Context: an optimization exercise on an open-source flow, tuned for small area, a short achievable clock period and few clock cycles per item. The choices shown serve that exercise and are no tape-out recipe.
No run shown here included a check of the RTL's function; only the layout flow was run.
Power figures rest on the tool's default switching activity, not on a simulated workload.

[design/flow/flow/run.sh]
#!/bin/bash
bash standard.sh 'SETUP_SLACK_MARGIN=6.2' 'MATCH_CELL_FOOTPRINT=0' 'BUFFER_PORTS_ARGS=-buffer_cell sky130_fd_sc_hd__buf_2' 'CTS_BUF_LIST=sky130_fd_sc_hd__clkbuf_8' finish > standard.log 2>&1
[design/flow/design.v]
module lora_rx_decoder (
    input  wire        clk,
    input  wire        rst,           
    input  wire        start,
    input  wire [3:0]  cfg_sf,        
    input  wire [3:0]  cfg_ppm,       
    input  wire [2:0]  cfg_rdd,       
    input  wire        cfg_explicit,  
    input  wire        sym_valid,
    output wire        sym_ready,
    input  wire [15:0] sym_data,
    output wire        out_valid,
    input  wire        out_ready,
    output wire [7:0]  out_data
);
    reg  [3:0]  sh;                   
    reg  [3:0]  sf;                   
    reg  [3:0]  pm1;                  
    reg  [2:0]  rdd;
    reg         expl;
    reg         in_v;
    reg  [11:0] in_u;                 
    reg  [11:0] sb [0:7];
    reg  [2:0]  m;                    
    reg  [2:0]  r;                    
    reg         ld_hdr;               
    reg         sb_full;
    reg         first_x;              
    reg  [11:0] cb [0:7];
    reg  [3:0]  j;                    
    reg         cw_v;
    reg         cw_hdr;
    reg         ov;
    reg  [5:0]  od;
    reg         bv;
    reg  [5:0]  bd;
    reg  [7:0]  s;
    reg         widx;
    wire [3:0] ppm_eff = (cfg_ppm == 4'd0) ? cfg_sf : cfg_ppm;
    wire take    = cw_v & ~bv;
    wire a_free  = ~ov | out_ready;
    wire cw_last = (j == pm1);
    wire xfer    = sb_full & (~cw_v | (take & cw_last));
    wire s1_go   = in_v & (~sb_full | xfer);
    wire [2:0] wl1 = ld_hdr ? 3'd7 : (3'd3 + rdd);    
    wire ld_last = (m == wl1);
    reg  rdy;
    assign sym_ready = rdy;
    wire acc = sym_valid & rdy;
    reg  [11:0] cy;
    integer ci;
    always @* begin
        cy[0] = (sh == 4'd1);
        for (ci = 1; ci < 12; ci = ci + 1)
            cy[ci] = (sh == ci + 1) | (cy[ci-1] & sym_data[ci-1]);
    end
    wire [11:0] u_in = sym_data[11:0] ^ cy;
    reg  [11:0] gm;
    always @* for (ci = 0; ci < 12; ci = ci + 1) gm[ci] = (ci + 1 < sf);
    wire [11:0] G     = in_u ^ ({1'b0, in_u[11:1]} & gm);
    wire [4:0]  sa    = {1'b0, sh} + 5'd7 - {2'b0, r};
    wire [18:0] Gx    = {G, 7'd0};
    wire [18:0] A     = Gx >> sa;
    wire [11:0] B     = G >> (sf - {1'b0, r});
    reg  [11:0] rot;
    always @* for (ci = 0; ci < 12; ci = ci + 1) rot[ci] = (ci < r) ? B[ci] : A[ci];
    wire [7:0] cw = {cb[7][j], cb[6][j], cb[5][j], cb[4][j],
                     cb[3][j], cb[2][j], cb[1][j], cb[0][j]};
    wire [2:0] cur_rdd = cw_hdr ? 3'd4 : rdd;
    wire use_key = ~(cw_hdr & expl & (j < 4'd5));
    wire [3:0] key = widx ? {s[0], s[1], s[2], s[3]} : {s[4], s[5], s[6], s[7]};
    wire b0 = cw[0], b1 = cw[1], b2 = cw[2], b3 = cw[3];
    wire b4 = cw[4], b5 = cw[5], b6 = cw[6], b7 = cw[7];
    wire p0 = b0 ^ b1 ^ b2 ^ b4;
    wire p1 = b1 ^ b2 ^ b3 ^ b5;
    wire p2 = b0 ^ b1 ^ b3 ^ b6;
    wire p3 = b0 ^ b2 ^ b3 ^ b7;
    wire [3:0] s84 = {p3, p2, p1, p0};
    wire [2:0] s74 = {p2, p1, p0};
    reg [3:0] flip;
    reg       dec_e, dec_b;
    always @* begin
        flip  = 4'd0;
        dec_e = 1'b0;
        dec_b = 1'b0;
        case (cur_rdd)
            3'd1: dec_e = b4 ^ (b0 ^ b1 ^ b2 ^ b3);
            3'd2: dec_e = (b4 ^ (b0 ^ b1 ^ b2)) | (b5 ^ (b1 ^ b2 ^ b3));
            3'd3: begin
                dec_e = (s74 != 3'd0);
                case (s74)
                    3'd5: flip = 4'h1;
                    3'd7: flip = 4'h2;
                    3'd3: flip = 4'h4;
                    3'd6: flip = 4'h8;
                    default: ;
                endcase
            end
            3'd4: begin
                dec_e = (s84 != 4'd0);
                case (s84)
                    4'hD: flip = 4'h1;
                    4'h7: flip = 4'h2;
                    4'hB: flip = 4'h4;
                    4'hE: flip = 4'h8;
                    4'h0, 4'h1, 4'h2, 4'h4, 4'h8: ;
                    default: dec_b = 1'b1;
                endcase
            end
            default: ;
        endcase
    end
    wire [3:0] dec_d = cw[3:0] ^ flip ^ (use_key ? key : 4'd0);
    assign out_valid = ov;
    assign out_data  = {2'b00, od};
    integer i;
    always @(posedge clk) begin
        if (acc) begin
            in_u  <= u_in;
        end
        if (s1_go)
            sb[m] <= rot;
        for (i = 0; i < 8; i = i + 1)
            if (xfer)
                cb[i] <= sb[i];
        if (a_free)
            od <= bv ? bd : {dec_b, dec_e, dec_d};
        if (~a_free & take)
            bd <= {dec_b, dec_e, dec_d};
    end
    wire in_v_n    = acc | (in_v & ~s1_go);
    wire sb_full_n = (s1_go & ld_last) | (sb_full & ~xfer);
    wire cw_v_n    = xfer | (cw_v & ~(take & cw_last));
    always @(posedge clk) begin
        if (rst | start)
            rdy <= ~rst;
        else
            rdy <= ~in_v_n | ~sb_full_n | ~cw_v_n;
        if (start) begin
            sh   <= (cfg_ppm == 4'd0) ? 4'd0 : cfg_sf - cfg_ppm;
            sf   <= cfg_sf;
            pm1  <= ppm_eff - 4'd1;
            rdd  <= cfg_rdd;
            expl <= cfg_explicit;
        end
        if (rst | start) begin
            in_v    <= 1'b0;
            m       <= 3'd0;
            r       <= 3'd0;
            ld_hdr  <= 1'b1;
            sb_full <= 1'b0;
            first_x <= 1'b1;
            cw_v    <= 1'b0;
            cw_hdr  <= 1'b1;
            j       <= 4'd0;
            ov      <= 1'b0;
            bv      <= 1'b0;
            s       <= 8'hFF;
            widx    <= 1'b0;
        end else begin
            if (acc)
                in_v <= 1'b1;
            else if (s1_go)
                in_v <= 1'b0;
            if (s1_go) begin
                if (ld_last) begin
                    m      <= 3'd0;
                    r      <= 3'd0;
                    ld_hdr <= 1'b0;
                end else begin
                    m <= m + 3'd1;
                    r <= ({1'b0, r} == pm1) ? 3'd0 : r + 3'd1;
                end
            end
            if (s1_go & ld_last)
                sb_full <= 1'b1;
            else if (xfer)
                sb_full <= 1'b0;
            if (xfer) begin
                cw_v    <= 1'b1;
                cw_hdr  <= first_x;
                first_x <= 1'b0;
                j       <= 4'd0;
            end else if (take) begin
                if (cw_last)
                    cw_v <= 1'b0;
                j <= j + 4'd1;
            end
            if (a_free)
                ov <= bv | take;
            if (a_free)
                bv <= 1'b0;
            else if (take)
                bv <= 1'b1;
            if (take & use_key) begin
                if (widx)
                    s <= {s[0] ^ s[2] ^ s[3] ^ s[4], s[7:1]};
                widx <= ~widx;
            end
        end
    end
endmodule
[design/flow/constraint.sdc]
create_clock -name core_clock -period 9.0 [get_ports {clk}]
set_input_delay 1.8000 -clock core_clock [delete_from_list [all_inputs] [get_ports {clk}]]
set_output_delay 1.8000 -clock core_clock [all_outputs]
set_load 0.01 [all_outputs]
[design/flow/standard.sh]
#!/bin/bash
# synth_recipe.tcl (not shown) runs the flow's synth.tcl, then flattens the netlist and writes it again
# the make line also repeats each setting of config.mk as NAME=value (left out here)
make -C /OpenROAD-flow-scripts/flow DESIGN_CONFIG=/design/flow/config.mk WORK_HOME=/design/flow/orfs CLKGATE_MAP_FILE= SYNTH_SCRIPT=/design/flow/synth_recipe.tcl "${@:-finish}"
[design/flow/config.mk]
export PLATFORM = sky130hd
export DESIGN_NAME = lora_rx_decoder
export DESIGN_NICKNAME = lora_rx_decoder
export VERILOG_FILES = /design/flow/design.v
export SDC_FILE = /design/flow/constraint.sdc
export NUM_CORES = 4
export LEC_CHECK = 0
export CAP_MARGIN = 20
export CORE_MARGIN = 2
export CORE_UTILIZATION = 40
export SLEW_MARGIN = 20
==> metrics.md, run 1 <==
| Metric | Value |
|---|---|
| Critical Path Start | sym_data[0] |
| Vias | 7234 |
| Die height | 177.1 um |
| Layout cell share with drive strength beyond 1 | 33.73% |
| Status | complete, no violations |
| Worst-path clk slew | 0.06 ns |
| Critical path data required time | 9.31 ns |
| CP Max Fanout | 1 |
| Clk latency of the worst-skew pair | 0.57 ns |
| Area contributors post-synth | edfxtp_1 58%, mux4_2 5.3%, dfxtp_1 4.7% |
| Routed vias/inst | 5.186 |
| Final ANT Viol Nets | 0 |
| LEAKAGE | 5.230 nW |
| GR Overflow Total | 0 |
| Worst hold-check path type | reg2reg |
| Pin count of the biggest net entering global routing | 85 |
| Slowest CP cell | a31o_4 |
| Worst Skew | 0.02122 ns |
| Root Buffer | clkbuf_8 |
| DRC errors left | 0 |
| Commonest non-fill, non-tap cell in the layout | edfxtp_1 |
| Pins Over Slew Limit | 0 |
| Final worst-path cycle share | 57.42% |
| Final HPWL DP | 16.13 mm |
| Max VDD drop | 0.0001212 V |
| Family with the most delay on the worst path | compound AO/OA/AOI/OAI gates |
| Total CTS buffers | 43 |
| Yosys top cell area share | 58.15% |
| Post-synthesis async set-or-reset flop share | 0% |
| Vias in the first global route | 7211 |
| Sequential area share after synthesis | 62.83% |
| Adder-cell share of the synthesized area | 4.031% |
| Die Width | 177.1 um |
| GR Util All Layers | 16.62% |
| Yosys warnings | 2 |
| Post-DP Area | 12760 um^2 |
| CP arrival | 5.48 ns |
| Post-CTS Hold Buffers | 0 |
| Post-synth top area cell | edfxtp_1 |
| Place WS | 3.166 ns |
| # IOs | 43 |
| Synth Area in Simple Gates | 7.906% |
| Clock buffer depth | 3 |
| Post-synthesis compound-gate area fraction | 7.749% |
| DRT Wirelength | 25.85 mm |
| Post-synthesis mux area share | 9.734% |
| Synth Flop Type | edfxtp_1 |
| Mapped Avg Cell Area | 14.18 um^2 |
| Core area | 29560 um^2 |
| Max cap viols | 0 |
| EDFF count, synth | 232 |
| Final Cell Area | 14870 um^2 |
| Hold path startpoint | sb[3][9] |
| RSZ-0062 raised after global routing | yes |
| Min setup slack post-route | 3.832 ns |
| CP Launch Type | input pin |
| Largest family of logic cells by synthesized area | multiplexers |
| # rows | 63 |
| CTS H-tree lvls | 2 |
| Initial antenna violation count | 0 |
| Fin crit period | 5.168 ns |
| N_diodes | 0 |
| Area growth from synthesis to layout | 24.09% |
| Gpl congestion | 0.8732 |
| Max-slew headroom | 51.39% |
| Critical setup path kind | in2reg |
| Initial core utilization | 40.53% |
| FF+latch count, synth | 260 |
| Mapped Area | 11980 um^2 |
| Fmax | 193.5 MHz |
| Die area | 31350 um^2 |
| CP Capture Type | register |
| Initial drt markers | 367 |
| Syn Inst Count | 845 |
| Final setup fails | 0 |
| Routed len/inst | 18.53 um |
| Largest stage delay, worst path | 0.21 ns |
| Power per cell area | 204.8 nW/um^2 |
| Post-synthesis cell type count | 69 |
| Crit path buffers/inverters | 1 |
| First-pass GRT wire length | 40.03 mm |
| Reg-to-Reg Start | sh[0] |
| DRT Pass-1 Iters | 5 |
| Xor and xnor area share after synthesis | 5.170% |
| Clock Sinks | 260 |
| Final #Nets | 1040 |
| Setup TNS Final | 0 ns |
| CTS tree | yes |
| Crit path cell chain | buf_6 -> ha_4 -> a21o_1 -> ha_2 -> a31o_4 -> ha_4 -> a21o_1 -> ha_2 -> a21o_1 -> ha_2 -> a21o_1 -> ha_2 -> a31o_4 -> ha_4 -> a21o_1 -> ha_2 -> a21o_1 -> ha_2 -> a21o_1 -> ha_2 -> a31o_4 -> ha_4 -> a31oi_4 -> xnor2_2 |
| Most frequent cells in the layout | 232 x edfxtp_1, 63 x nand2_1, 59 x nor2_1 |
| Final hold violations | 0 |
| Port buffer count | 36 |
| Slew @ Worst Pin | 0.7282 ns |
| Worst hold slack | 0.4075 ns |
## path summary, 6_finish.rpt
check	to	slack [ns]	cells past startpoint
worst max register to register	in_u[11]	4.18	25
worst max-delay path	in_u[11]	3.83	24
worst min-delay path	cb[3][9]	0.41	0
worst min register to register	cb[3][9]	0.41	0
## registers in the layout (all words and copies together), names as in the netlist, 4 cells and up
signal  count
bd          6
cb         96
in_u       12
j           4
od          6
pm1         4
s           8
sb         96
sf          4
sh          4
## report_power, final
part | internal (W) | total (W) | switching (W) | leakage (nW)
sequential | 0.00140 | 0.00141 | 0.0000182 | 2.36
clock | 0.000516 | 0.000981 | 0.000465 | 0.476
combinational | 0.000281 | 0.000649 | 0.000368 | 2.40
total | 0.00219 | 0.00304 | 0.000852 | 5.23
## what timing repair did
item                                    in CTS  in global routing
resized for setup                           65                 75
endpoints found under the setup margin     260                267
pin swaps                                   13                 22
buffers inserted                            29                 37
cloned                                       2                  1
## Yosys cell counts, drive strengths merged (3+ instances only)
cell	n
nor4	4
a22oi	6
o31ai	3
mux2	6
o21ai	25
mux4	33
mux2i	32
inv	26
fa	3
nor2	63
dfxtp	28
o21a	3
a21oi	39
nand2b	15
ha	33
xor2	26
a21o	13
clkbuf	27
xnor2	43
and2	5
nor2b	12
a31o	5
nor3	12
nand3	10
o22ai	7
o31a	3
o211ai	7
or2	5
buf	9
or3	4
a31oi	8
edfxtp	232
and3	5
nand2	66
## worst register-to-register path: stages (launching register included)
cell and delay [ns]:
edfxtp_1 0.56, nor2b_1 0.25, and2_1 0.17, ha_4 0.15, a21o_1 0.15, ha_2 0.16, a31o_4 0.21, ha_4 0.14
a21o_1 0.15, ha_2 0.16, a21o_1 0.15, ha_2 0.15, a21o_1 0.15, ha_2 0.16, a31o_4 0.21, ha_4 0.14
a21o_1 0.15, ha_2 0.16, a21o_1 0.15, ha_2 0.16, a21o_1 0.15, ha_2 0.17, a31o_4 0.21, ha_4 0.16
a31oi_4 0.15, xnor2_2 0.07
## per-layer routing
layer / track usage (%) / wire length, um
met4: 5.441 / 700
met1: 20.97 / 11110
met3: 2.942 / 913
met2: 28.91 / 13120
met5: 0 / 0
## area by class of cell
class	count	area [um^2]
clock buffer	47	646.9
clock inverter	32	186.4
fill	2559	14690
inverter	27	112.6
multi-input combinational	523	4903
sequential	260	7548
tap	390	488.0
timing repair buffer	116	980.9
## kinds of logic (layout without fill, tap and decap cells)
kind of cell    after synthesis  after routing
compound gates              138            138
xor+xnor                     69             69
fa+ha+maj                    37             37
buf+inv                      63            222
flops                       260            260
mux                          71             71
other cells                   1              2
simple gates                206            206
## stage by stage
step                total power [W]  instances  util [%]
CTS                        0.002949       1357     48.06
global route               0.003169       1395     50.29
detailed placement         0.001885       1247     43.15
global placement           0.001877       1247     43.15
floorplan                  0.001726        846         -
finish                     0.003044       1395     50.29
==> run 2, diff against run 1 <==
==> design/flow/flow/run.sh (replaced) <==
#!/bin/bash
bash standard.sh 'SETUP_SLACK_MARGIN=6.2' finish > standard.log 2>&1
==> metrics.md, run 2 <==
| Metric | Value |
|---|---|
| CP arrival | 5.51 ns (+0.03 ns) |
| Max-slew headroom | 55.97% (+4.6 points) |
| Synth Flop Type | edfxtp_1 |
| DRT Pass-1 Iters | 5 (unchanged) |
| Power per cell area | 206.3 nW/um^2 (+0.77%) |
| Biggest regs | cb: 96 flops, sb: 96 flops, in_u: 12 flops |
| Sequential area share after synthesis | 62.83% (unchanged) |
| Root Buffer | clkbuf_16 |
| Final ANT Viol Nets | 0 (unchanged) |
| Fmax | 191.6 MHz (-0.99%) |
| Layout cell share with drive strength beyond 1 | 30.52% (-3.2 points) |
| Clock network fraction of total power | 34.1% (+1.9 points) |
| Clock buffer depth | 3 (unchanged) |
| Post-CTS Hold Buffers | 0 (unchanged) |
| Mapped Area | 11980 um^2 (unchanged) |
| Vias in the first global route | 7110 (-1.4%) |
| Clock Sinks | 260 (unchanged) |
| Mapped Avg Cell Area | 14.18 um^2 (unchanged) |
| Worst hold-check path type | reg2reg |
| Critical setup path kind | in2reg |
| Core area | 29560 um^2 (unchanged) |
| Pins Over Slew Limit | 0 (unchanged) |
| N_diodes | 0 (unchanged) |
| Crit path cell chain | buf_6 -> ha_4 -> a21o_1 -> ha_2 -> a31o_4 -> ha_4 -> a21o_1 -> ha_2 -> a21o_1 -> ha_2 -> a21o_1 -> ha_2 -> a31o_4 -> ha_4 -> a21o_1 -> ha_2 -> a21o_1 -> ha_2 -> a21o_1 -> ha_2 -> a31o_4 -> ha_4 -> a31oi_4 -> xnor2_1 |
| # IOs | 43 (unchanged) |
| Switching pwr | 0.0008264 W (-3.0%) |
| Total CTS buffers | 27 (-37%) |
| Sw frac | 26.49% (-1.5 points) |
| Post-synthesis async set-or-reset flop share | 0% (unchanged) |
| Internal power | 0.002293 W (+4.6%) |
| # rows | 63 (unchanged) |
| EDFF count, synth | 232 (unchanged) |
| Max cap viols | 0 (unchanged) |
| Die Width | 177.1 um (unchanged) |
| Worst hold slack | 0.4148 ns (+0.007286 ns) |
| Max VDD drop | 0.0001382 V (+14%) |
| Area contributors post-synth | edfxtp_1 58%, mux4_2 5.3%, dfxtp_1 4.7% |
| Fin crit period | 5.220 ns (+0.05181 ns) |
| Initial drt markers | 441 (+20%) |
| Final setup fails | 0 (unchanged) |
| Family with the most delay on the worst path | compound AO/OA/AOI/OAI gates |
| GR Overflow Total | 0 (unchanged) |
| CP Capture Type | register |
| Final hold violations | 0 (unchanged) |
| DRC errors left | 0 (unchanged) |
| Pin count of the biggest net entering global routing | 86 (+1.2%) |
| Worst-path clk slew | 0.06 ns (about the same) |
| Most frequent cells after synthesis | 232 x edfxtp_1, 66 x nand2_1, 63 x nor2_1 |
| Post-synthesis cell type count | 69 (unchanged) |
| CTS tree | yes |
| Sequential fraction of design power | 45.3% (-1.1 points) |
| LEAKAGE | 5.177 nW (-1.0%) |
| Slew @ Worst Pin | 0.6604 ns (-0.06776 ns) |
| Commonest non-fill, non-tap cell in the layout | edfxtp_1 |
| CP Max Fanout | 1 (unchanged) |
| Final #Nets | 1022 (-1.7%) |
| Initial antenna violation count | 0 (unchanged) |
| Clk latency of the worst-skew pair | 0.54 ns (-0.03 ns) |
| Routed len/inst | 18.74 um (+1.1%) |
| Gpl congestion | 0.8611 (-1.4%) |
| CTS H-tree lvls | 1 (-1) |
| Largest stage delay, worst path | 0.21 ns (about the same) |
| Yosys top cell area share | 58.15% (unchanged) |
| Crit path buffers/inverters | 1 (unchanged) |
| Vias | 7125 (-1.5%) |
| DRT Wirelength | 25.54 mm (-1.2%) |
| RSZ-0062 raised after global routing | yes |
| Die area | 31350 um^2 (unchanged) |
| Area growth from synthesis to layout | 26.19% |
| Critical path data required time | 9.29 ns (-0.02 ns) |
| Initial core utilization | 40.53% (unchanged) |
| Post-synth top area cell | edfxtp_1 |
| Most frequent cells in the layout | 232 x edfxtp_1, 62 x nand2_1, 58 x nor2_1 |
| First-pass GRT wire length | 39.54 mm (-1.2%) |
| Final HPWL DP | 16.20 mm (+0.42%) |
| Die height | 177.1 um (unchanged) |
| Setup TNS Final | 0 ns (unchanged) |
| Port buffer count | 36 (unchanged) |
| Comb pwr share | 20.6% (-0.7 points) |
| Final worst-path cycle share | 58.00% (+0.58 points) |
| FF+latch count, synth | 260 (unchanged) |
| Cell with the most instances after synthesis | edfxtp_1 |
| Routed vias/inst | 5.227 (+0.81%) |
| Worst Skew | 0.02136 ns (+0.0001408 ns) |
| Yosys warnings | 2 (unchanged) |
| Slowest CP cell | a31o_4 |
| CP Launch Type | input pin |
| Power Total | 0.003120 W (+2.5%) |
| Status | complete, no violations |
| Syn Inst Count | 845 (unchanged) |
| GR Util All Layers | 16.46% (-0.15 points) |
-- run 2: kinds of logic (layout without fill, tap and decap cells) --
kind of cell	Yosys count	in the layout	share of synthesized area [%]
simple gates	206	206	7.906
mux	71	71	9.734
compound gates	138	138	7.749
flops	260	260	62.83
other cells	1	2	0.03130
fa+ha+maj	37	37	4.031
buf+inv	63	190	2.548
xor+xnor	69	69	5.170
-- run 2: power by group through the flow --
| stage | registers (W) | clock network [W] | logic [W] |
|---|---|---|---|
| floorplan | 0.00143 | 0 | 0.000292 |
| global placement | 0.00144 | 0 | 0.000442 |
| detailed placement | 0.00144 | 0 | 0.000449 |
| CTS | 0.00141 | 0.00109 | 0.000589 |
| global route | 0.00141 | 0.00114 | 0.000693 |
| finish | 0.00141 | 0.00106 | 0.000643 |
-- run 2: metrics by stage --
step / worst slack [ns] / instances / util (%) / area (um^2)
finish: 3.780 / 1363 / 51.14 / 15120
global route: 3.669 / 1363 / 51.14 / 15120
CTS: 3.785 / 1349 / 49.96 / 14770
detailed placement: 2.815 / 1245 / 43.70 / 12920
global placement: 2.850 / 1245 / 43.69 / 12910
floorplan: 3.425 / 846 / - / 12230
-- run 2: worst register-to-register path: stages, from the launching register on --
cell      delay [ns]
edfxtp_1        0.54
nor2b_1         0.25
and2_1          0.17
ha_4            0.15
a21o_1          0.15
ha_2            0.17
a31o_4          0.21
ha_4            0.14
a21o_1          0.15
ha_2            0.16
a21o_1          0.15
ha_2            0.16
a21o_1          0.15
ha_2            0.16
a31o_4          0.21
ha_4            0.14
a21o_1          0.15
ha_2            0.16
a21o_1          0.15
ha_2            0.16
a21o_1          0.15
ha_2            0.17
a31o_4          0.21
ha_4            0.16
a31oi_4         0.14
xnor2_1         0.08
-- run 2: path summary, 6_finish.rpt --
kind,from,end,slack [ns],cells after the start
worst max-delay path,sym_data[0],in_u[11],3.78,24
worst min-delay path,sb[4][7],cb[4][7],0.41,0
worst max register to register,sh[0],in_u[11],4.17,25
worst min register to register,sb[4][7],cb[4][7],0.41,0
-- run 2: area by class of cell --
class                   instances  area [um^2]
multi-input cells             523         4915
well taps                     390        488.0
clock buffers                  34        701.9
inverters                      27        116.4
clock inverters                15        141.4
repair buffers                114         1207
fillers                      2454        14440
flip-flops and latches        260         7548
-- run 2: timing repair --
item | in CTS | in global routing
endpoints found under the setup margin | 293 | 229
pin swaps | 33 | 26
cloned | 2 | 0
gates resized for setup | 144 | 43
buffers inserted | 53 | 14
-- run 2: metal layers --
metal  GRT usage [%]  vias to the layer above  part of all wire, %
li1                -                     3393                    -
met1           21.19                     3543                   43
met2           28.83                      150                   51
met3           2.191                       39                  3.6
met4           5.131                        0                  2.7
met5               0                        -                    0
==> run 3, diff against run 2 <==
--- a/design/flow/design.v
+++ b/design/flow/design.v
@@ -47,12 +47,26 @@
     reg  rdy;
     assign sym_ready = rdy;
     wire acc = sym_valid & rdy;
-    reg  [11:0] cy;
+    reg  [11:0] below, pa0, pa1, pa2, pa3, cy;
     integer ci;
     always @* begin
-        cy[0] = (sh == 4'd1);
-        for (ci = 1; ci < 12; ci = ci + 1)
-            cy[ci] = (sh == ci + 1) | (cy[ci-1] & sym_data[ci-1]);
+        for (ci = 0; ci < 12; ci = ci + 1)
+            below[ci] = (ci + 1 < sh);
+        pa0 = sym_data[11:0] | below;
+        for (ci = 0; ci < 12; ci = ci + 1) begin
+            pa1[ci] = (ci >= 1) ? pa0[ci] & pa0[ci-1] : pa0[ci];
+        end
+        for (ci = 0; ci < 12; ci = ci + 1) begin
+            pa2[ci] = (ci >= 2) ? pa1[ci] & pa1[ci-2] : pa1[ci];
+        end
+        for (ci = 0; ci < 12; ci = ci + 1) begin
+            pa3[ci] = (ci >= 4) ? pa2[ci] & pa2[ci-4] : pa2[ci];
+        end
+        for (ci = 0; ci < 12; ci = ci + 1) begin
+            cy[ci] = (sh != 4'd0) & ~below[ci] &
+                     ((ci == 0) ? 1'b1 :
+                      (ci - 1 >= 8) ? pa3[ci-1] & pa3[ci-9] : pa3[ci-1]);
+        end
     end
     wire [11:0] u_in = sym_data[11:0] ^ cy;
     reg  [11:0] gm;
==> design/flow/flow/run.sh (replaced) <==
#!/bin/bash
bash standard.sh 'SETUP_SLACK_MARGIN=6.2' 'MATCH_CELL_FOOTPRINT=0' 'BUFFER_PORTS_ARGS=-buffer_cell sky130_fd_sc_hd__buf_2' 'CTS_BUF_LIST=sky130_fd_sc_hd__clkbuf_8' finish > standard.log 2>&1
==> metrics.md, run 3 <==
| Metric | Value |
|---|---|
| LEAKAGE | 5.389 nW (+4.1%) |
| Slowest CP cell | mux4_2 |
| # rows | 63 (unchanged) |
| Routed vias/inst | 5.264 (+0.70%) |
| Pin count of the biggest net entering global routing | 73 (-15%) |
| Internal power | 0.002212 W (-3.5%) |
| Pins Over Slew Limit | 0 (unchanged) |
| Max cap viols | 0 (unchanged) |
| Place WS | 4.898 ns (+2.083 ns) |
| Layout cell share with drive strength beyond 1 | 36.29% (+5.8 points) |
| Initial core utilization | 40.64% (+0.11 points) |
| N_diodes | 0 (unchanged) |
| Initial antenna violation count | 0 (unchanged) |
| Die Width | 177.8 um (+0.39%) |
| Power per cell area | 199.3 nW/um^2 (-3.4%) |
| Clock buffer depth | 3 (unchanged) |
| CP Capture Type | register |
| Min setup slack post-route | 5.606 ns (+1.826 ns) |
| CTS tree | yes |
| Family with the most delay on the worst path | multiplexers |
| GR Overflow Total | 0 (unchanged) |
| Post-synth top area cell | edfxtp_1 |
| Final HPWL DP | 16.87 mm (+4.2%) |
| Post-synthesis async set-or-reset flop share | 0% (unchanged) |
| Switching pwr | 0.0008698 W (+5.2%) |
| Largest stage delay, worst path | 0.55 ns (+0.34 ns) |
| Fmax | 294.6 MHz (+54%) |
| Final worst-path cycle share | 37.71% (-20 points) |
| Yosys top cell area share | 57.69% (-0.46 points) |
| Clock network fraction of total power | 31.6% (-2.5 points) |
| Yosys warnings | 2 (unchanged) |
| Total CTS buffers | 42 (+56%) |
| Post-synthesis cell type count | 69 (unchanged) |
| Final hold violations | 0 (unchanged) |
| First-pass GRT wire length | 41.75 mm (+5.6%) |
| DRC errors left | 0 (unchanged) |
| DRT Pass-1 Iters | 5 (unchanged) |
| Cell with the most instances after synthesis | edfxtp_1 |
| Worst-path clk slew | 0.06 ns (about the same) |
| Syn Inst Count | 891 (+5.4%) |
| Routed len/inst | 18.27 um (-2.5%) |
| Final setup fails | 0 (unchanged) |
| Clk latency of the worst-skew pair | 0.57 ns (+0.03 ns) |
| Sequential area share after synthesis | 62.33% (-0.50 points) |
| Setup TNS Final | 0 ns (unchanged) |
| Slew @ Worst Pin | 0.7632 ns (+0.1028 ns) |
| Most frequent cells in the layout | 232 x edfxtp_1, 76 x buf_4, 68 x nand2_1 |
| Most frequent cells after synthesis | 232 x edfxtp_1, 69 x nand2_1, 69 x nor2_1 |
| CP Max Fanout | 6 (+5) |
| Port buffer count | 36 (unchanged) |
| RSZ-0062 raised after global routing | yes |
| FF+latch count, synth | 260 (unchanged) |
| CP Launch Type | register |
| Critical setup path kind | reg2reg |
| # IOs | 43 (unchanged) |
| Mapped Avg Cell Area | 13.55 um^2 (-4.4%) |
| Commonest non-fill, non-tap cell in the layout | edfxtp_1 |
| Gpl congestion | 0.8947 (+3.9%) |
| Comb pwr share | 22.7% (+2.1 points) |
| Vias | 7696 (+8.0%) |
| Initial drt markers | 574 (+30%) |
| Biggest regs | cb: 96 flops, sb: 96 flops, in_u: 12 flops |
| Vias in the first global route | 7755 (+9.1%) |
| Fillcell total | 2447 (-0.29%) |
| Mapped Area | 12080 um^2 (+0.80%) |
| CP arrival | 3.71 ns (-1.80 ns) |
| Die area | 31600 um^2 (+0.79%) |
| Clock Sinks | 260 (unchanged) |
| Status | complete, no violations |
| Sw frac | 28.22% (+1.7 points) |
| Worst hold-check path type | reg2reg |
| Area contributors post-synth | edfxtp_1 58%, dfxtp_1 4.6%, mux4_2 3.9% |
| Area growth from synthesis to layout | 28.06% |
| Worst Skew | 0.01778 ns (-0.003580 ns) |
| DRT Wirelength | 26.71 mm (+4.6%) |
| Final #Nets | 1099 (+7.5%) |
| Final ANT Viol Nets | 0 (unchanged) |
| Sequential fraction of design power | 45.7% (+0.4 points) |
| Max VDD drop | 0.0001301 V (-5.8%) |
| Crit path cell chain | buf_12 -> mux4_2 -> mux2i_4 -> a21oi_4 -> xnor2_2 -> buf_6 -> xnor2_4 -> ha_2 -> and2_4 -> o211ai_1 -> a211oi_2 -> a311oi_2 -> xnor2_1 -> mux2_2 |
| Fin crit period | 3.394 ns (-1.826 ns) |
| Critical path data required time | 9.32 ns (+0.03 ns) |
| Root Buffer | clkbuf_8 |
| Max-slew headroom | 49.06% (-6.9 points) |
| GR Util All Layers | 17.32% (+0.86 points) |
| EDFF count, synth | 232 (unchanged) |
| Die height | 177.8 um (+0.39%) |
| Synth Flop Type | edfxtp_1 |
| Crit path buffers/inverters | 2 (+1) |
| Core area | 29720 um^2 (+0.53%) |
| Post-CTS Hold Buffers | 0 (unchanged) |
| CTS H-tree lvls | 2 (+1) |
-- run 3: worst reg2reg max path, delay by kind of cell, from the launching register on --
| kind | cells | cell delay (ns) |
|---|---|---|
| mux | 3 | 1.08 |
| compound gates | 4 | 0.54 |
| xor+xnor | 3 | 0.53 |
| flops | 1 | 0.38 |
| buf+inv | 2 | 0.29 |
| fa+ha+maj | 1 | 0.20 |
| simple gates | 1 | 0.14 |
-- run 3: cell type report --
class	count	area, um^2	area share, %
clock buffer	42	578.1	3.738
clock inverter	33	222.7	1.440
inverter	33	145.1	0.9385
multi-input combinational	560	5210	33.69
sequential	260	7550	48.82
tap	390	488.0	3.155
timing repair buffer	144	1271	8.220
-- run 3: per-layer routing --
layer	track usage, %	wire length, um
met1	21.54	11430
met5	0	0
met2	30.18	13400
met3	3.149	1007
met4	6.182	870
-- run 3: path summary, 6_finish.rpt --
check / startpoint / end / slack, ns / cells past startpoint
max: j[0] / od[3] / 5.61 / 14
min: sb[5][3] / cb[5][3] / 0.41 / 0
min reg2reg: sb[5][3] / cb[5][3] / 0.41 / 0
max reg2reg: j[0] / od[3] / 5.61 / 14
-- run 3: cell families after synthesis --
family,synth area share (%)
muxes,9.728
adders and majority gates,2.860
AOI/OAI and AO/OA,8.475
and+or+nand+nor,8.247
xor gates and xnor gates,5.781
other,0.03105
buffers and inverters,2.549
DFF,62.33
-- run 3: what timing repair did --
action,in CTS,in global routing
gates resized for setup,108,78
setup endpoints to repair,251,225
buffers inserted,67,33
cloned,1,0
pin swaps,32,35
-- run 3: power by group through the flow --
| stage | combinational, W | sequential, W | clock (W) |
|---|---|---|---|
| floorplan | 0.000309 | 0.00143 | 0 |
| global placement | 0.000432 | 0.00145 | 0 |
| detailed placement | 0.000437 | 0.00145 | 0 |
| CTS | 0.000628 | 0.00141 | 0.000999 |
| global route | 0.000751 | 0.00141 | 0.00106 |
| finish | 0.000699 | 0.00141 | 0.000973 |
-- run 3: stage by stage --
stage / cell area [um^2] / total power, W / hold WS (ns) / utilization (%) / cells
6_report: 15460 / 0.003082 / 0.4101 / 52.04 / 1462
5_1_grt: 15460 / 0.003218 / 0.4160 / 52.04 / 1462
4_1_cts: 14830 / 0.003038 / 0.4023 / 49.91 / 1429
3_5_place_dp: 12810 / 0.001884 / 0.4045 / 43.12 / 1286
3_3_place_gp: 12810 / 0.001878 / 0.4008 / 43.12 / 1286
2_1_floorplan: 12320 / 0.001740 / 0.4003 / - / 892
==> run 4, diff against run 3 <==
==> design/flow/flow/run.sh (replaced) <==
#!/bin/bash
bash standard.sh 'SETUP_SLACK_MARGIN=6.2' 'MATCH_CELL_FOOTPRINT=0' 'BUFFER_PORTS_ARGS=-buffer_cell sky130_fd_sc_hd__buf_2' 'CTS_BUF_LIST=sky130_fd_sc_hd__clkbuf_8' 'CORE_UTILIZATION=65' 'PLACE_DENSITY=0.8' finish > standard.log 2>&1
==> metrics.md, run 4 <==
| Metric | Value |
|---|---|
| EDFF count, synth | 232 (unchanged) |
| Max VDD drop | 0.0001180 V (-9.3%) |
| GR Overflow Total | 0 (unchanged) |
| Fmax | 285.7 MHz (-3.0%) |
| Worst hold slack | 0.3972 ns (-0.01291 ns) |
| Clk latency of the worst-skew pair | 0.55 ns (-0.02 ns) |
| Worst hold-check path type | reg2reg |
| Biggest regs | cb: 96 flops, sb: 96 flops, in_u: 12 flops |
| Initial antenna violation count | 0 (unchanged) |
| Synth Area in Simple Gates | 8.247% (unchanged) |
| Worst-path clk slew | 0.06 ns (about the same) |
| Wire length on met2 | 15.92 mm (+19%) |
| Instance count on the critical path | 13 (-1) |
| Post-synthesis async set-or-reset flop share | 0% (unchanged) |
| Yosys top cell area share | 57.69% (unchanged) |
| Power per cell area | 202.2 nW/um^2 (+1.4%) |
| Setup TNS Final | 0 ns (unchanged) |
| Final HPWL DP | 16.37 mm (-3.0%) |
| Die area | 19690 um^2 (-38%) |
| Post-synth top area cell | edfxtp_1 |
| Fillcell total | 799 (-67%) |
| Cell with the most instances after synthesis | edfxtp_1 |
| Largest family of logic cells by synthesized area | multiplexers |
| Syn Inst Count | 891 (unchanged) |
| GR Util All Layers | 29.02% (+12 points) |
| Xor and xnor area share after synthesis | 5.781% (unchanged) |
| Initial core utilization | 66.77% (+26 points) |
| Yosys warnings | 2 (unchanged) |
| Critical setup path kind | reg2reg |
| Clock Sinks | 260 (unchanged) |
| Reg2reg path depth | 13 (-1) |
| Final setup fails | 0 (unchanged) |
| Clock buffer depth | 3 (unchanged) |
| CP Launch Type | register |
| N_diodes | 0 (unchanged) |
| Root Buffer | clkbuf_8 |
| Die Width | 140.3 um (-21%) |
| Layout cell share with drive strength beyond 1 | 36.48% (+0.20 points) |
| Max cap viols | 0 (unchanged) |
| Commonest non-fill, non-tap cell in the layout | edfxtp_1 |
| Total CTS buffers | 40 (-4.8%) |
| CP Capture Type | register |
| Max-slew headroom | 39.49% (-9.6 points) |
| Critical Path Most Common Cell | a21oi_2 |
| LEAKAGE | 5.371 nW (-0.34%) |
| Sequential fraction of design power | 45.9% (+0.2 points) |
| Post-CTS Hold Buffers | 0 (unchanged) |
| Port buffer count | 36 (unchanged) |
| Vias | 8316 (+8.1%) |
| Post-synthesis mux area share | 9.729% (unchanged) |
| DRC errors left | 0 (unchanged) |
| RSZ-0062 raised after global routing | yes |
| Gpl congestion | 0.8847 (-1.1%) |
| Routed vias/inst | 6.407 (+22%) |
| Die height | 140.3 um (-21%) |
| Slew @ Worst Pin | 0.9076 ns (+0.1444 ns) |
| Met1 wire length | 10.80 mm (-5.5%) |
| Final #Nets | 1096 (-0.27%) |
| Area contributors post-synth | edfxtp_1 58%, dfxtp_1 4.6%, mux4_2 3.9% |
| Pin count of the biggest net entering global routing | 97 (+33%) |
| Family with the most delay on the worst path | compound AO/OA/AOI/OAI gates |
| CTS tree | yes |
| Met3 WL post-DR | 2.261 mm (+120%) |
| Comb pwr share | 22.3% (-0.4 points) |
| Initial drt markers | 918 (+60%) |
| Pins Over Slew Limit | 0 (unchanged) |
| # IOs | 43 (unchanged) |
| Final hold violations | 0 (unchanged) |
| Reg-to-Reg Start | j[3] |
| CP arrival | 3.80 ns (+0.09 ns) |
| Sequential area share after synthesis | 62.33% (unchanged) |
| # rows | 49 (-22%) |
| Area growth from synthesis to layout | 25.83% |
| Clock network fraction of total power | 31.8% (+0.2 points) |
| Crit path cell chain | inv_1 -> a21oi_2 -> a21oi_2 -> xnor2_2 -> buf_6 -> xnor2_4 -> ha_2 -> and2_4 -> o211ai_1 -> a211oi_2 -> a311oi_1 -> xnor2_1 -> mux2_2 |
| Post-synthesis cell type count | 69 (unchanged) |
| Top layer used by detailed routing | met4 |
| First-pass GRT wire length | 43.64 mm (+4.5%) |
| DRT Wirelength | 30.23 mm (+13%) |
| Most frequent cells after synthesis | 232 x edfxtp_1, 69 x nand2_1, 69 x nor2_1 |
| Worst Skew | 0.02712 ns (+0.009345 ns) |
| Sw frac | 28.23% (about the same) |
| Mapped Area | 12080 um^2 (unchanged) |
| Crit path buffers/inverters | 2 (unchanged) |
| Largest stage delay, worst path | 0.63 ns (+0.08 ns) |
| Slowest CP cell | dfxtp_2 |
| Adder-cell share of the synthesized area | 2.860% (unchanged) |
| Critical path data required time | 9.30 ns (-0.02 ns) |
| CP Max Fanout | 13 (+7) |
| Status | complete, no violations |
| CTS H-tree lvls | 2 (unchanged) |
| Routed len/inst | 23.29 um (+27%) |
| FF+latch count, synth | 260 (unchanged) |
| Post-synthesis compound-gate area fraction | 8.475% (unchanged) |
| Fin crit period | 3.500 ns (+0.1053 ns) |
| Flop-to-flop setup slack | 5.50 ns (-0.11 ns) |
| Critical Path Start | j[3] |
| Internal power | 0.002205 W (-0.34%) |
| Worst setup path endpoint | od[3] |
| Final worst-path cycle share | 38.88% (+1.2 points) |
| Final ANT Viol Nets | 0 (unchanged) |
| Most frequent cells in the layout | 232 x edfxtp_1, 75 x buf_4, 66 x nand2_1 |
| Synth Flop Type | edfxtp_1 |
| DRT Pass-1 Iters | 6 (+1) |
| Core area | 18090 um^2 (-39%) |
| R2r endpoint | od[3] |
| Switching pwr | 0.0008675 W (-0.27%) |
| Mapped Avg Cell Area | 13.55 um^2 (unchanged) |
| Vias in the first global route | 8110 (+4.6%) |
## run 4: cell counts after synthesis
Identical to the previous run, type by type.
## run 4: repair_timing
| item | 4_1_cts | 5_1_grt |
|---|---|---|
| endpoints found under the hold margin | 0 | 0 |
| buffers inserted | 69 | 34 |
| pin swaps | 31 | 32 |
| setup endpoints to repair | 299 | 164 |
| gates resized for setup | 127 | 58 |
## run 4: metrics by stage
step                setup WS (ns)  instance area (um^2)  cells  util, %  power [W]
global placement            4.814                 12590   1122    69.62   0.001871
global route                5.456                 15200   1298    84.02   0.003162
CTS                         5.611                 14700   1264    81.26   0.002999
finish                      5.500                 15200   1298    84.02   0.003073
detailed placement          4.835                 12590   1122    69.62   0.001880
floorplan                   5.725                 12320    892        -   0.001740
## run 4: final cells by class
cell class / instances / area [um^2] / share of cell area (%)
Timing Repair Buffer: 143 / 1246 / 8.201
Clock buffer: 41 / 564.3 / 3.713
Sequential cell: 260 / 7550 / 49.68
Multi-Input combinational cell: 560 / 5181 / 34.10
Clock inverter: 32 / 229.0 / 1.507
Inverter: 33 / 138.9 / 0.9140
Tap cell: 229 / 286.5 / 1.886
## run 4: per-layer routing
metal  GRT usage [%]  vias to the layer above
met3           5.162                      122
met2           51.11                      481
met5               0                        -
met1           35.50                     4080
met4           12.49                        0
li1                -                     3633
## run 4: worst min-delay path by stage
stage	from	to	slack, ns	cells past startpoint
after floorplan	sb[0][0]	cb[0][0]	0.40	0
after global placement	sb[7][3]	cb[7][3]	0.40	0
after detailed placement	sb[2][2]	cb[2][2]	0.40	0
after CTS	sb[3][8]	cb[3][8]	0.41	0
after global routing	sb[1][8]	cb[1][8]	0.40	0
final	sb[3][8]	cb[3][8]	0.40	0
## run 4: logic make-up (layout without fill, tap and decap cells)
kind of cell | Yosys count | in the layout
compound gates | 157 | 157
xor+xnor | 78 | 78
fa+ha+maj | 26 | 26
buf+inv | 72 | 249
flops | 260 | 260
mux | 79 | 79
other cells | 1 | 2
simple gates | 218 | 218
## run 4: worst reg2reg max path, cell delays in order, from the launching register on
cell and delay (ns):
dfxtp_2 0.63, inv_1 0.46, a21oi_2 0.25, a21oi_2 0.08, xnor2_2 0.18, buf_6 0.15
xnor2_4 0.20, ha_2 0.23, and2_4 0.14, o211ai_1 0.13, a211oi_2 0.27, a311oi_1 0.09
xnor2_1 0.18, mux2_2 0.27
## run 4: power groups by stage
stage	Combinational [W]	Sequential (W)	Clock, W
after global routing	0.000719	0.00141	0.00103
after global placement	0.000427	0.00144	0
after floorplan	0.000309	0.00143	0
after CTS	0.000607	0.00141	0.000981
after detailed placement	0.000434	0.00145	0
final	0.000686	0.00141	0.000976
==> run 5, diff against run 4 <==
--- a/design/flow/design.v
+++ b/design/flow/design.v
@@ -30,6 +30,10 @@
     reg  [3:0]  j;                    
     reg         cw_v;
     reg         cw_hdr;
+    reg         q_v;
+    reg  [7:0]  q_cw;
+    reg  [3:0]  q_key;
+    reg         q_hdr;
     reg         ov;
     reg  [5:0]  od;
     reg         bv;
@@ -37,7 +41,8 @@
     reg  [7:0]  s;
     reg         widx;
     wire [3:0] ppm_eff = (cfg_ppm == 4'd0) ? cfg_sf : cfg_ppm;
-    wire take    = cw_v & ~bv;
+    wire q_adv   = q_v & ~bv;
+    wire take    = cw_v & (~q_v | q_adv);
     wire a_free  = ~ov | out_ready;
     wire cw_last = (j == pm1);
     wire xfer    = sb_full & (~cw_v | (take & cw_last));
@@ -80,11 +85,11 @@
     always @* for (ci = 0; ci < 12; ci = ci + 1) rot[ci] = (ci < r) ? B[ci] : A[ci];
     wire [7:0] cw = {cb[7][j], cb[6][j], cb[5][j], cb[4][j],
                      cb[3][j], cb[2][j], cb[1][j], cb[0][j]};
-    wire [2:0] cur_rdd = cw_hdr ? 3'd4 : rdd;
     wire use_key = ~(cw_hdr & expl & (j < 4'd5));
     wire [3:0] key = widx ? {s[0], s[1], s[2], s[3]} : {s[4], s[5], s[6], s[7]};
-    wire b0 = cw[0], b1 = cw[1], b2 = cw[2], b3 = cw[3];
-    wire b4 = cw[4], b5 = cw[5], b6 = cw[6], b7 = cw[7];
+    wire [2:0] cur_rdd = q_hdr ? 3'd4 : rdd;
+    wire b0 = q_cw[0], b1 = q_cw[1], b2 = q_cw[2], b3 = q_cw[3];
+    wire b4 = q_cw[4], b5 = q_cw[5], b6 = q_cw[6], b7 = q_cw[7];
     wire p0 = b0 ^ b1 ^ b2 ^ b4;
     wire p1 = b1 ^ b2 ^ b3 ^ b5;
     wire p2 = b0 ^ b1 ^ b3 ^ b6;
@@ -124,7 +129,7 @@
             default: ;
         endcase
     end
-    wire [3:0] dec_d = cw[3:0] ^ flip ^ (use_key ? key : 4'd0);
+    wire [3:0] dec_d = q_cw[3:0] ^ flip ^ q_key;
     assign out_valid = ov;
     assign out_data  = {2'b00, od};
     integer i;
@@ -139,8 +144,13 @@
                 cb[i] <= sb[i];
         if (a_free)
             od <= bv ? bd : {dec_b, dec_e, dec_d};
-        if (~a_free & take)
+        if (~a_free & q_adv)
             bd <= {dec_b, dec_e, dec_d};
+        if (take) begin
+            q_cw  <= cw;
+            q_key <= use_key ? key : 4'd0;
+            q_hdr <= cw_hdr;
+        end
     end
     wire in_v_n    = acc | (in_v & ~s1_go);
     wire sb_full_n = (s1_go & ld_last) | (sb_full & ~xfer);
@@ -169,6 +179,7 @@
             j       <= 4'd0;
             ov      <= 1'b0;
             bv      <= 1'b0;
+            q_v     <= 1'b0;
             s       <= 8'hFF;
             widx    <= 1'b0;
         end else begin
@@ -201,11 +212,15 @@
                 j <= j + 4'd1;
             end
             if (a_free)
-                ov <= bv | take;
+                ov <= bv | q_adv;
             if (a_free)
                 bv <= 1'b0;
-            else if (take)
+            else if (q_adv)
                 bv <= 1'b1;
+            if (take)
+                q_v <= 1'b1;
+            else if (q_adv)
+                q_v <= 1'b0;
             if (take & use_key) begin
                 if (widx)
                     s <= {s[0] ^ s[2] ^ s[3] ^ s[4], s[7:1]};
==> design/flow/flow/run.sh (replaced) <==
#!/bin/bash
bash standard.sh 'SETUP_SLACK_MARGIN=6.2' 'MATCH_CELL_FOOTPRINT=0' 'BUFFER_PORTS_ARGS=-buffer_cell sky130_fd_sc_hd__buf_2' 'CTS_BUF_LIST=sky130_fd_sc_hd__clkbuf_8' finish > standard.log 2>&1
==> metrics.md, run 5 <==
| Metric | Value |
|---|---|
| Reg2reg path depth | 9 (-4) |
| Setup TNS Final | 0 ns (unchanged) |
| Die height | 181.4 um (+29%) |
| Cell with the most instances after synthesis | edfxtp_1 |
| LEAKAGE | 5.251 nW (-2.2%) |
| Critical path data required time | 9.24 ns (-0.06 ns) |
| Routed vias/inst | 5.364 (-16%) |
| R2r endpoint | sb[4][3] |
| Family with the most delay on the worst path | adder cells |
| Crit path buffers/inverters | 2 (unchanged) |
| Commonest non-fill, non-tap cell in the layout | edfxtp_1 |
| Hold Crit Endpoint | cb[3][7] |
| Die Width | 181.4 um (+29%) |
| CP Launch Type | register |
| CP arrival | 3.47 ns (-0.33 ns) |
| Port buffer count | 36 (unchanged) |
| Initial drt markers | 547 (-40%) |
| Vias in the first global route | 7708 (-5.0%) |
| Status | complete, no violations |
| N_diodes | 0 (unchanged) |
| Clock buffer depth | 3 (unchanged) |
| EDFF count, synth | 245 (+5.6%) |
| Most frequent cells after synthesis | 245 x edfxtp_1, 65 x nor2_1, 56 x nand2_1 |
| DRT Wirelength | 27.21 mm (-10%) |
| Fin crit period | 3.230 ns (-0.2694 ns) |
| Hold path startpoint | sb[3][7] |
| FF+latch count, synth | 274 (+5.4%) |
| Root Buffer | clkbuf_8 |
| Area contributors post-synth | edfxtp_1 58%, mux4_2 5.2%, dfxtp_1 4.6% |
| Post-synthesis cell type count | 77 (+12%) |
| CTS H-tree lvls | 2 (unchanged) |
| Total CTS buffers | 45 (+13%) |
| Crit path cell chain | ha_4 -> ha_4 -> inv_2 -> fa_2 -> xnor2_4 -> buf_6 -> nor3_4 -> or4_4 -> a221o_2 |
| Area growth from synthesis to layout | 21.03% |
| Worst hold slack | 0.4039 ns (+0.006691 ns) |
| Final worst-path cycle share | 35.89% (-3.0 points) |
| Final HPWL DP | 17.00 mm (+3.8%) |
| Place WS | 4.806 ns (-0.02862 ns) |
| Final setup fails | 0 (unchanged) |
| Max cap viols | 0 (unchanged) |
| Clock Sinks | 274 (+5.4%) |
| Instance count on the critical path | 9 (-4) |
| Max-slew headroom | 50.60% (+11 points) |
| Reg-to-Reg Start | sh[1] |
| # IOs | 43 (unchanged) |
| Critical setup path kind | reg2reg |
| Final ANT Viol Nets | 0 (unchanged) |
| Layout cell share with drive strength beyond 1 | 28.77% (-7.7 points) |
| CP Max Fanout | 8 (-5) |
| Routed len/inst | 18.78 um (-19%) |
| Worst hold-check path type | reg2reg |
| Hold Crit Depth | 0 (unchanged) |
| CP Capture Type | register |
| Die area | 32910 um^2 (+67%) |
| Worst-path clk slew | 0.06 ns (about the same) |
| Sequential area share after synthesis | 63.04% (+0.71 points) |
| Final #Nets | 1075 (-1.9%) |
| Biggest regs | cb: 96 flops, sb: 96 flops, in_u: 12 flops |
| Pins Over Slew Limit | 0 (unchanged) |
| Mapped Area | 12590 um^2 (+4.3%) |
| Gpl congestion | 0.8998 (+1.7%) |
| Min setup slack post-route | 5.770 ns (+0.2694 ns) |
| Initial core utilization | 40.84% (-26 points) |
| Slowest CP cell | or4_4 |
| Worst Skew | 0.03104 ns (+0.003922 ns) |
| Initial antenna violation count | 0 (unchanged) |
| Critical Path Most Common Cell | ha_4 |
| Slew @ Worst Pin | 0.7223 ns (-0.1853 ns) |
| Power per cell area | 218.6 nW/um^2 (+8.1%) |
| First-pass GRT wire length | 42.32 mm (-3.0%) |
| GR Util All Layers | 16.53% (-12 points) |
| Power Total | 0.003331 W (+8.4%) |
| RSZ-0062 raised after global routing | yes |
| Pin count of the biggest net entering global routing | 59 (-39%) |
| GR Overflow Total | 0 (unchanged) |
| Largest stage delay, worst path | 0.54 ns (-0.09 ns) |
| Fmax | 309.6 MHz (+8.3%) |
| Yosys top cell area share | 58.43% (+0.74 points) |
| CTS tree | yes |
| Max VDD drop | 0.0001035 V (-12%) |
| Yosys warnings | 2 (unchanged) |
| Final hold violations | 0 (unchanged) |
| Post-synthesis async set-or-reset flop share | 0% (unchanged) |
| DRC errors left | 0 (unchanged) |
| Core area | 30830 um^2 (+70%) |
| # rows | 64 (+31%) |
| Vias | 7773 (-6.5%) |
| Post-synth top area cell | edfxtp_1 |
| Cell Count, Final, Fillers Out | 1449 (+12%) |
| Most frequent cells in the layout | 245 x edfxtp_1, 59 x nor2_1, 50 x nand2_1 |
| Flop-to-flop setup slack | 5.77 ns (+0.27 ns) |
| Fillcell total | 2619 (+230%) |
| Mapped Avg Cell Area | 13.70 um^2 (+1.1%) |
| Syn Inst Count | 919 (+3.1%) |
| DRT Pass-1 Iters | 5 (-1) |
| Clk latency of the worst-skew pair | 0.56 ns (about the same) |
| Synth Flop Type | edfxtp_1 |
| Dpl cells | 1311 (+17%) |
## run 5: kinds of logic after synthesis
kind of cell             share of synthesized area (%)
flip-flops                                       63.04
AND/OR/NAND/NOR                                  9.311
multiplexers                                     7.851
buffers and inverters                            2.872
adder cells (fa/ha/maj)                          2.743
other                                          0.02978
XOR/XNOR                                         5.416
AO/OA/AOI/OAI                                    8.735
## run 5: report_power, final
part	switching (W)	internal, W
registers	0.0000197	0.00146
clock network	0.000475	0.000619
logic	0.000430	0.000325
## run 5: metrics by stage
step                      util (%)  instance area (um^2)
final                        49.43                 15240
after global routing         49.43                 15240
after CTS                    48.56                 14970
after detailed placement     43.13                 13300
after global placement       43.13                 13300
after floorplan                  -                 12800
## run 5: cell type report
cell class	count	area, um^2	share of cell area, %
inverters	39	153.9	1.010
clock inverters	34	255.2	1.675
repair inverters	2	12.51	0.08211
multi-input cells	559	4856	31.87
clock buffers	49	674.4	4.426
flip-flops and latches	274	7958	52.22
well taps	396	495.5	3.251
repair buffers	96	833.3	5.468
## run 5: routing by layer
layer | GRT usage (%) | part of all wire, % | vias to the layer above
li1 | - | - | 3680
met1 | 21.29 | 43 | 3824
met2 | 28.80 | 49 | 230
met3 | 2.828 | 5.8 | 39
met4 | 4.683 | 2.0 | 0
met5 | 0 | 0 | -
## run 5: how the worst max path moves through the flow
stage / slack [ns] / from / endpoint
floorplan: 6.02 / sym_data[4] / in_u[9]
global placement: 4.88 / r[2] / sb[6][1]
detailed placement: 4.81 / r[2] / sb[4][1]
CTS: 5.81 / sh[1] / sb[4][3]
global route: 5.70 / sh[1] / sb[4][3]
finish: 5.77 / sh[1] / sb[4][3]
## run 5: repair_timing
item | 4_1_cts | 5_1_grt
gates cloned | 2 | 0
pin swaps | 23 | 15
endpoints found under the setup margin | 290 | 222
resized for setup | 86 | 26
hold buffers | 0 | 0
setup buffers | 37 | 16
## run 5: worst register-to-register path: stages, from the launching register on
cell and delay [ns]:
edfxtp_1 0.50, ha_4 0.33, ha_4 0.13, inv_2 0.03, fa_2 0.42, xnor2_4 0.29, buf_6 0.15, nor3_4 0.04
or4_4 0.54, a221o_2 0.49
==> run 6, diff against run 5 <==
==> design/flow/flow/run.sh (replaced) <==
#!/bin/bash
bash standard.sh 'SETUP_SLACK_MARGIN=6.0' 'MATCH_CELL_FOOTPRINT=0' 'BUFFER_PORTS_ARGS=-buffer_cell sky130_fd_sc_hd__buf_2' 'CTS_BUF_LIST=sky130_fd_sc_hd__clkbuf_8' finish > standard.log 2>&1
==> metrics.md, run 6 <==
| Metric | Value |
|---|---|
| Critical path data required time | 9.26 ns (+0.02 ns) |
| Final setup fails | 0 (unchanged) |
| Clock Sinks | 274 (unchanged) |
| Max-slew headroom | 56.09% (+5.5 points) |
| Core area | 30830 um^2 (unchanged) |
| Final worst-path cycle share | 34.49% (-1.4 points) |
| FF+latch area | 7953 um^2 (about the same) |
| Yosys top cell area share | 58.43% (unchanged) |
| Sw frac | 27.54% (-0.19 points) |
| Final HPWL DP | 16.77 mm (-1.3%) |
| Comb pwr share | 19.7% (-3.0 points) |
| Gpl congestion | 0.9148 (+1.7%) |
| Clock buffer depth | 3 (unchanged) |
| Area occupied by multi-input gates | 4663 um^2 (-4.0%) |
| Final ANT Viol Nets | 0 (unchanged) |
| Routed vias/inst | 5.370 (about the same) |
| Mapped Avg Cell Area | 13.70 um^2 (unchanged) |
| Die Width | 181.4 um (unchanged) |
| Die height | 181.4 um (unchanged) |
| Vias in the first global route | 7308 (-5.2%) |
| Clk latency of the worst-skew pair | 0.56 ns (about the same) |
| GR Overflow Total | 0 (unchanged) |
| Initial core utilization | 40.84% (unchanged) |
| DRT Wirelength | 26.09 mm (-4.1%) |
| DRT Pass-1 Iters | 5 (unchanged) |
| Sequential area share after synthesis | 63.04% (unchanged) |
| Post-synthesis cell type count | 77 (unchanged) |
| Syn Inst Count | 919 (unchanged) |
| EDFF count, synth | 245 (unchanged) |
| Initial drt markers | 636 (+16%) |
| Worst Skew | 0.01661 ns (-0.01444 ns) |
| Most frequent cells in the layout | 245 x edfxtp_1, 62 x nor2_1, 56 x nand2_1 |
| Worst-path clk slew | 0.06 ns (about the same) |
| Port buffer count | 36 (unchanged) |
| Worst hold-check path type | reg2reg |
| Dpl cells | 1312 (+0.076%) |
| Setup TNS Final | 0 ns (unchanged) |
| CP Max Fanout | 8 (unchanged) |
| FF+latch count, synth | 274 (unchanged) |
| Initial antenna violation count | 0 (unchanged) |
| Cell with the most instances after synthesis | edfxtp_1 |
| CTS H-tree lvls | 2 (unchanged) |
| CTS tree | yes |
| Final hold violations | 0 (unchanged) |
| Cell Count, Final, Fillers Out | 1428 (-1.4%) |
| Flop-to-flop setup slack | 5.90 ns (+0.13 ns) |
| DRC errors left | 0 (unchanged) |
| CP arrival | 3.37 ns (-0.10 ns) |
| Fin crit period | 3.104 ns (-0.1264 ns) |
| Total CTS buffers | 46 (+2.2%) |
| Fmax | 322.2 MHz (+4.1%) |
| Synth Flop Type | edfxtp_1 |
| LEAKAGE | 5.052 nW (-3.8%) |
| # IOs | 43 (unchanged) |
| Post-synth top area cell | edfxtp_1 |
| Max cap viols | 0 (unchanged) |
| Most frequent cells after synthesis | 245 x edfxtp_1, 65 x nor2_1, 56 x nand2_1 |
| Slew @ Worst Pin | 0.6572 ns (-0.06510 ns) |
| N_diodes | 0 (unchanged) |
| Vias | 7668 (-1.4%) |
| Sequential fraction of design power | 47.2% (+2.7 points) |
| Biggest regs | cb: 96 flops, sb: 96 flops, in_u: 12 flops |
| Final #Nets | 1061 (-1.3%) |
| CP Launch Type | register |
| First-pass GRT wire length | 40.05 mm (-5.4%) |
| Clock network fraction of total power | 33.1% (+0.3 points) |
| RSZ-0062 raised after global routing | yes |
| Area contributors post-synth | edfxtp_1 58%, mux4_2 5.2%, dfxtp_1 4.6% |
| Die area | 32910 um^2 (unchanged) |
| Yosys warnings | 2 (unchanged) |
| Commonest non-fill, non-tap cell in the layout | edfxtp_1 |
| Area growth from synthesis to layout | 17.47% |
| CP Capture Type | register |
| Status | complete, no violations |
| Pins Over Slew Limit | 0 (unchanged) |
| Power per cell area | 212.3 nW/um^2 (-2.9%) |
| Layout cell share with drive strength beyond 1 | 25.00% (-3.8 points) |
| Max VDD drop | 0.0001237 V (+19%) |
| Internal power | 0.002275 W (-5.5%) |
| Pin count of the biggest net entering global routing | 71 (+20%) |
| GR Util All Layers | 15.59% (-0.93 points) |
| # rows | 64 (unchanged) |
| Routed len/inst | 18.27 um (-2.7%) |
| Root Buffer | clkbuf_8 |
| Critical setup path kind | reg2reg |
| Post-synthesis async set-or-reset flop share | 0% (unchanged) |
| Mapped Area | 12590 um^2 (unchanged) |
| Switching pwr | 0.0008648 W (-6.4%) |
| Fillcell total | 2640 (+0.80%) |
run 6: cell counts after synthesis:
No cell type changed its count.
run 6: what timing repair did:
item | 4_1_cts | 5_1_grt
cloned | 0 | 1
setup buffers | 22 | 16
hold endpoints to repair | 0 | 0
gates resized for setup | 49 | 19
setup endpoints to repair | 265 | 227
pin swaps | 15 | 13
hold buffers | 0 | 0
run 6: kinds of logic after synthesis:
family	synth area share, %
multiplexers	7.851
AND/OR/NAND/NOR	9.311
flip-flops	63.04
adder cells (fa/ha/maj)	2.743
other	0.02978
buffers and inverters	2.872
XOR/XNOR	5.416
AO/OA/AOI/OAI	8.735
run 6: power groups by stage:
stage | combinational [W] | clock (W) | sequential (W)
floorplan | 0.000321 | 0 | 0.00150
global placement | 0.000460 | 0 | 0.00152
detailed placement | 0.000462 | 0 | 0.00152
CTS | 0.000562 | 0.00107 | 0.00148
global route | 0.000666 | 0.00113 | 0.00148
finish | 0.000619 | 0.00104 | 0.00148
run 6: path summary, 6_finish.rpt:
check	from	end	cells past startpoint
max	sh[1]	sb[5][3]	10
min	sb[0][0]	cb[0][0]	0
max reg2reg	sh[1]	sb[5][3]	10
min reg2reg	sb[0][0]	cb[0][0]	0
run 6: area by class of cell:
cell class / count / share of cell area [%]
well taps: 396 / 3.350
multi-input cells: 559 / 31.53
clock inverters: 31 / 1.565
clock buffers: 46 / 4.281
inverters: 39 / 1.041
repair inverters: 1 / 0.03384
flip-flops and latches: 274 / 53.77
repair buffers: 82 / 4.433
run 6: critical path, cell delays in order, from the launching register on:
cell and delay [ns]:
edfxtp_1 0.43, ha_4 0.30, ha_4 0.12, inv_2 0.03, fa_2 0.38, xnor2_1 0.15, buf_4 0.17, nand3_2 0.07
o31ai_2 0.08, or4_4 0.54, a221o_2 0.52
run 6: through the flow:
step / power (W) / util [%] / area [um^2] / hold WS [ns] / setup WS (ns)
final: 0.003140 / 47.97 / 14790 / 0.4119 / 5.896
after global routing: 0.003277 / 47.97 / 14790 / 0.4164 / 5.808
after CTS: 0.003117 / 47.05 / 14510 / 0.4087 / 5.905
after detailed placement: 0.001987 / 42.82 / 13200 / 0.4045 / 4.773
after global placement: 0.001984 / 42.81 / 13200 / 0.4004 / 4.814
after floorplan: 0.001824 / - / 12670 / 0.4003 / 6.001
run 6: metal layers:
layer | track usage, % | routed length, um
met1 | 20.98 | 11600
met2 | 25.99 | 12620
met3 | 2.788 | 1392
met4 | 4.553 | 478
met5 | 0 | 0

[re-timing with driven ports]
How much do the figures lean on ideal ports? The routed layouts below were timed once more, with nothing changed but the port constraints. Step 1: set_driving_cell puts a clkbuf_16 on clk and a buf_2 on each other input, an assumption about the parent block. Step 2, shift: input delay + t, output delay - t, t = (earliest + latest rising clock arrival at the registers) / 2. This alone moves slack from input paths to output paths. Slacks: ideal / step 1 / step 2; pairs: ideal / step 1.
run	t, ns	slack for setup (ns)	worst setup path after step 2	worst register clock-pin slew, ns
run 1	0.597	3.832 / 3.837 / 3.240	input to register	0.06 / 0.06
run 2	0.578	3.780 / 3.793 / 3.215	input to register	0.06 / 0.06
run 3	0.609	5.606 / 5.606 / 5.606	register to register	0.06 / 0.06
run 4	0.579	5.500 / 5.500 / 5.500	register to register	0.07 / 0.07
run 5	0.585	5.770 / 5.770 / 5.731	input to register	0.07 / 0.07
run 6	0.597	5.896 / 5.896 / 5.741	input to register	0.06 / 0.06
After both steps every run listed still meets setup and hold. For run 1, which loses most, drivers alone change the setup slack by +0.005 ns; drivers and shift together by -0.592 ns.
